What follows belongs to an exercise in optimizing a design on an open flow for small area and a short achievable clock period; a production flow would make more cautious choices.
The RTL of this run was laid out without a check of its function.
No activity file was given, so power comes from the tool's default toggle rates.

==> flow/design.v <==
module fpconv_classify (
    input  wire [127:0] v,
    input  wire [1:0]   w,
    input  wire         en,
    output wire [2:0]   cls
);
    wire ez32  = ~|v[30:23];
    wire eo32  =  &v[30:23];
    wire fn32  =  |v[22:0];
    wire ez64  = ~|v[62:52];
    wire eo64  =  &v[62:52];
    wire fn64  =  |v[51:0];
    wire ez80  = ~|v[78:64];
    wire eo80  =  &v[78:64];
    wire j80   =  v[63];
    wire fn80  =  |v[62:0];
    wire ez128 = ~|v[126:112];
    wire eo128 =  &v[126:112];
    wire fn128 =  |v[111:0];
    reg ez, eo, fn, un;
    always @(*) begin
        case (w)
            2'd0:    begin ez = ez32;  eo = eo32;  fn = fn32;  un = 1'b0; end
            2'd1:    begin ez = ez64;  eo = eo64;  fn = fn64;  un = 1'b0; end
            2'd2:    begin ez = ez80;  eo = eo80;  fn = fn80;  un = ~j80; end
            default: begin ez = ez128; eo = eo128; fn = fn128; un = 1'b0; end
        endcase
    end
    assign cls[2] = en & ~ez & un;
    assign cls[1] = en & ~ez & ~un & eo;
    assign cls[0] = en & (ez | (~un & eo & fn));
endmodule
module fpconv_core (
    input  wire [2:0]  op,
    input  wire [1:0]  wsel,
    input  wire [63:0] x0,
    input  wire [63:0] x1,
    input  wire [1:0]  layout,
    input  wire        host_le,
    output wire [63:0] y0,
    output wire [63:0] y1,
    output wire [2:0]  cls,
    output wire [1:0]  err
);
    wire le = host_le;
    wire op_encx = (op == 3'd0);
    wire op_decx = (op == 3'd1);
    wire op_f32  = (op[2:1] == 2'b01);
    wire op_f64  = (op[2:1] == 2'b10);
    wire op_cls  = (op == 3'd6);
    wire l_dbl  = (layout == 2'd0);
    wire l_x87  = (layout == 2'd1);
    wire l_quad = (layout == 2'd2);
    wire l_none = (layout == 2'd3);
    wire [14:0] x87_e = le ? x1[14:0] : x0[14:0];
    wire        x87_j = le ? x0[63]   : x1[63];
    wire        unrec = (|x87_e) & ~x87_j;
    assign err[1] = (op_encx | op_decx) & l_none;
    assign err[0] = op_encx & l_x87 & unrec;
    wire s_a    = op_encx & l_dbl;                    
    wire s_b_le = op_encx & l_x87 & ~unrec &  le;     
    wire s_b_be = op_encx & l_x87 & ~unrec & ~le;
    wire s_q_le = (op_encx | op_decx) & l_quad &  le;  
    wire s_q_be = (op_encx | op_decx) & l_quad & ~le;  
    wire s_d    = op_decx & l_dbl;                    
    wire s_e_le = op_decx & l_x87 &  le;              
    wire s_e_be = op_decx & l_x87 & ~le;
    wire s_hi   = s_q_be | op_f64;                    
    wire s_lo   = s_hi | op_f32;                      
    wire x_a = x0[62] ? (&x0[61:52]) : (|x0[61:52]);
    wire x_d = x0[58] ? (&x0[62:48]) : (|x0[62:48]);
    genvar i;
    generate
        for (i = 0; i < 64; i = i + 1) begin : g_y
            wire a0 = (i >= 58 && i <= 61) ? x_a :
                      (i >= 62)            ? 1'b0 : x0[(i + 4) % 64];
            wire a1 = (i >= 60) ? x0[(i + 4) % 64] : 1'b0;
            wire bl0 = (i >= 48) ? x1[(i + 16) % 64] : x0[(i + 16) % 64];
            wire bb0 = (i >= 48) ? x0[(i + 16) % 64] : x1[(i + 16) % 64];
            wire bl1 = (i >= 48) ? x0[(i + 16) % 64] : 1'b0;
            wire bb1 = (i >= 48) ? x1[(i + 16) % 64] : 1'b0;
            wire d0 = (i == 62) ? x_d :
                      (i == 63) ? 1'b0 :
                      (i < 4)   ? x1[(i + 60) % 64] : x0[(i + 60) % 64];
            wire nl  = (i < 16) ? x1[(i + 48) % 64] : x0[(i + 48) % 64];
            wire nh  = (i < 16) ? x0[(i + 48) % 64] : 1'b0;
            wire h0 = (i < 32) ? s_lo :
                      (i == 63) ? (s_hi | s_a | s_d) :
                      (i == 62) ? (s_hi | s_a) : s_hi;
            assign y0[i] = (s_a    & a0)
                         | (s_b_le & bl0)
                         | (s_b_be & bb0)
                         | (s_q_le & x1[i])
                         | (h0     & x0[i])
                         | (s_d    & d0)
                         | (s_e_le & nl)
                         | (s_e_be & nh);
            assign y1[i] = (s_a    & a1)
                         | (s_b_le & bl1)
                         | (s_b_be & bb1)
                         | (s_q_le & x0[i])
                         | (s_q_be & x1[i])
                         | (s_e_le & nh)
                         | (s_e_be & nl);
        end
    endgenerate
    fpconv_classify u_cls (.v({x1, x0}), .w(wsel), .en(op_cls), .cls(cls));
endmodule
module fpconv (
    input  wire        clk,
    input  wire [2:0]  op,
    input  wire [1:0]  wsel,
    input  wire [63:0] x0,
    input  wire [63:0] x1,
    input  wire [1:0]  layout,
    input  wire        host_le,
    output reg  [63:0] y0,
    output reg  [63:0] y1,
    output reg  [2:0]  cls,
    output reg  [1:0]  err
);
    wire [63:0] y0_d, y1_d;
    wire [2:0]  cls_d;
    wire [1:0]  err_d;
    fpconv_core u_core (
        .op(op), .wsel(wsel), .x0(x0), .x1(x1),
        .layout(layout), .host_le(host_le),
        .y0(y0_d), .y1(y1_d), .cls(cls_d), .err(err_d)
    );
    always @(posedge clk) begin
        y0  <= y0_d;
        y1  <= y1_d;
        cls <= cls_d;
        err <= err_d;
    end
endmodule
==> flow/run.sh <==
#!/bin/bash
# synth_recipe.tcl (not shown) runs the flow's synth.tcl, then flattens the netlist and writes it again
# the make line also repeats each setting of config.mk as NAME=value (left out here)
make -C /OpenROAD-flow-scripts/flow DESIGN_CONFIG=/design/flow/config.mk WORK_HOME=/design/flow/orfs CLKGATE_MAP_FILE= SYNTH_SCRIPT=/design/flow/synth_recipe.tcl finish
==> flow/config.mk <==
export PLATFORM = sky130hd
export DESIGN_NAME = fpconv
export DESIGN_NICKNAME = fpconv
export VERILOG_FILES = /design/flow/design.v
export SDC_FILE = /design/flow/constraint.sdc
export NUM_CORES = 4
export LEC_CHECK = 0
export CAP_MARGIN = 20
export CORE_MARGIN = 2
export CORE_UTILIZATION = 30
export SLEW_MARGIN = 20
==> flow/constraint.sdc <==
create_clock -name core_clock -period 5.0 [get_ports {clk}]
set_input_delay 1.0000 -clock core_clock [delete_from_list [all_inputs] [get_ports {clk}]]
set_output_delay 1.0000 -clock core_clock [all_outputs]
set_load 0.01 [all_outputs]
==> run notes <==
* Cells after Synth at 950
* Critical path launch point type: input pin
* Final hold violation count at 0
* CP arrival at 3.83 ns
* Status: complete, no violations
* DR vias/cell at 6.58
* Worst-margin pin slew at 0.958 ns
* Layout cells sized above 1 at 0.0668
* Min Clock Period, post-route at 3.47 ns
* Count of cell types in the netlist at 48
* CTS tree: yes
* Number of nets in the layout at 1262
* Reg power frac at 0.360
* Gp weighted congestion at 0.997
* Synthesized cell area at 0.00785 mm^2
* Crit Path Max Fanout at 68
* Final Core Density at 0.434
* Post-DP HPWL at 30300 um
* Vias in the first global route at 9177
* Post-Syn Area per Cell at 8.26 um^2
* Slew HR at 0.362
* Yosys reg bits at 133
* Io pins at 270
* Setup Slack @ Placement at 1.24 ns
* Clock tree buffer depth at 2
* Net switching power at 0.000964 W
* CTS root buffer: clkbuf_16
* Drt initial violations at 1592
* Post-CTS resize count at 0
* Leakage at 4.00 nW
* Global Route met1 Usage at 0.412
* Total power at 0.00323 W
* Post-synth top area share at 0.339
* Die height at 166 um
* Detailed Route WL at 44200 um
* Clk pwr share at 0.407
* TritonRoute pass-1 iters at 7
* Largest cells by area after synthesis: dfxtp_1, a22oi_1, a221o_1, nand2_1, mux2i_1
* Highest Clock Rate at 289 MHz
* Port buffer count at 269
* Commonest register cell after synthesis: dfxtp_1
* GR Layer Usage met3 at 0.0762
* WL/cell at 30.0 um
* Hold-fix buffers, CTS at 0
* CTS H-tree lvls at 4
* Crit Path Category: in2reg
* Part of the cycle the worst path needs at 0.693
* Worst path required time at 5.36 ns
* Int Pwr at 0.00227 W
* Comb pwr share at 0.233
* FP Rows at 59
* TritonCTS Buffers at 17
* Top cells by count, synth: nand2_1, dfxtp_1, a22oi_1
* Met2 Use GR at 0.463
* Setup ws final at 1.53 ns
* Clock Pin Slew Worst Setup and Hold Paths at 0.06 ns
* Register area share after synthesis at 0.339
* CP Capture Type: register
* Final TNS setup at 0 ns
* Asr flop ratio synth at 0
* Synth Net Count at 1087
* Setup bufs post-CTS at 0
* Die area at 0.0275 mm^2
* Max-slew violations at 0
* Post-synth EDFFs at 0
* First-pass GRT wire length at 63600 um
* Yosys warnings at 2
* Die W at 166 um
* Area leader, netlist: dfxtp_1
* Via count at 9692
* Final ANT Viol Nets at 0
* GRT Max-Usage Layer: met2
* Clock Sinks at 133
* Number of max-cap violations at 0
* Worst VDD drop at 157 uV
* RSZ-0062 raised after global routing: no
* Synthesis-to-layout area growth at 42.8%
* Most frequent cell after synthesis: nand2_1
* Residual DRC at 0
* Pin count of the biggest net entering global routing at 85
* Final Setup Violations at 0
* Core Area at 0.0258 mm^2
* GRT Total Usage at 0.307
* Sw Share at 0.298
* Initial antenna violation count at 2
* Global route overflow at 0
* Initial Utilization at 0.304
* PD cells at 288 mW/mm^2
* Final Hold Slack at 1.26 ns
* Worst Hold Class: in2reg
## cell usage in the layout, fill, tap and decap left out, types with 4 or more instances in the layout
master / Yosys / final
buf_12: 0 / 4
o211a_1: 9 / 9
clkinv_4: 0 / 4
o22ai_1: 16 / 16
a221oi_1: 52 / 52
mux2i_1: 48 / 48
a222oi_1: 19 / 19
clkbuf_16: 0 / 17
a221o_1: 54 / 54
o21ai_0: 17 / 17
a21oi_1: 51 / 49
nor3_1: 10 / 9
nand4_1: 28 / 28
nor4_1: 28 / 28
buf_4: 5 / 26
nand3_1: 44 / 44
dfxtp_1: 133 / 133
a22oi_1: 97 / 97
nand2_1: 141 / 141
clkdlybuf4s50_1: 0 / 268
nor2b_1: 4 / 4
nor2_1: 14 / 14
## per-layer routing
layer | part of all wire | up-vias | wire [um]
met5 | 0 | - | 0
met4 | 0.048 | 0 | 2110
met3 | 0.12 | 159 | 5240
met2 | 0.44 | 842 | 19300
met1 | 0.40 | 4629 | 17600
li1 | - | 4062 | -
## cell type report
class	count	area (um^2)
sequential	133	2660
multi-input combinational	671	4540
clock inverter	12	155
clock buffer	20	447
tap	335	419
antenna	1	2.50
fill	2569	14600
inverter	3	11.3
timing repair buffer	299	2970
## stage by stage
stage | instances | instance area, um^2
3_3_place_gp | 1440 | 10600
2_1_floorplan | 950 | 7850
6_report | 1474 | 11200
5_1_grt | 1473 | 11200
4_1_cts | 1473 | 11200
3_5_place_dp | 1441 | 10600
## worst paths after layout
check	from	endpoint	slack (ns)	cells after the start
hold / removal	host_le	y1[22]	1.26	2
setup / recovery	x0[8]	y0[3]	1.53	7
## critical path, cell delays in order
cell             delay (ns)
clkdlybuf4s50_1        0.73
nor4_1                 0.47
nand4_1                0.29
a211oi_4               0.30
buf_4                  0.69
a22oi_1                0.21
nand4_1                0.14
## registers in the layout, indices dropped and copies added (netlist names)
register  cells
y0           64
y1           64
cls           3
err           2
## cell families after synthesis
logic type	count (synthesis)	synth area share
DFF	133	0.339
buffers and inverters	146	0.0871
muxes	48	0.0612
and+or+nand+nor	293	0.183
AOI/OAI and AO/OA	330	0.329
## power groups by stage
stage	combinational, W	sequential [W]	clock, W
after floorplan	0.000261	0.00122	0
after global placement	0.000728	0.00119	0
after detailed placement	0.000729	0.00119	0
after CTS	0.000732	0.00116	0.00132
after global routing	0.000773	0.00117	0.00137
final	0.000753	0.00116	0.00131

[separate check: timing with driven ports]
Ports are ideal in the flow. The routed layout listed here was re-timed in OpenROAD.
Step 1 (the two cells are an assumption about what drives the block):
set clk [get_ports {clk}]
set_driving_cell -lib_cell sky130_fd_sc_hd__clkbuf_16 $clk
set_driving_cell -lib_cell sky130_fd_sc_hd__buf_2 [delete_from_list [all_inputs] $clk]
Step 2, shift: input delay + t, output delay - t, t = (earliest + latest rising clock arrival at the registers) / 2. This alone moves slack from input paths to output paths.
Three values: no drivers, after step 1, after step 2; two values: the first two.
t, ns: 0.478
slack for setup (ns): 1.534 / 1.558 / 1.080
worst register clock-pin slew, ns: 0.06 / 0.06
After both steps setup and hold are still met in this run. For this run, drivers alone change the setup slack by +0.024 ns; drivers and shift together by -0.454 ns.
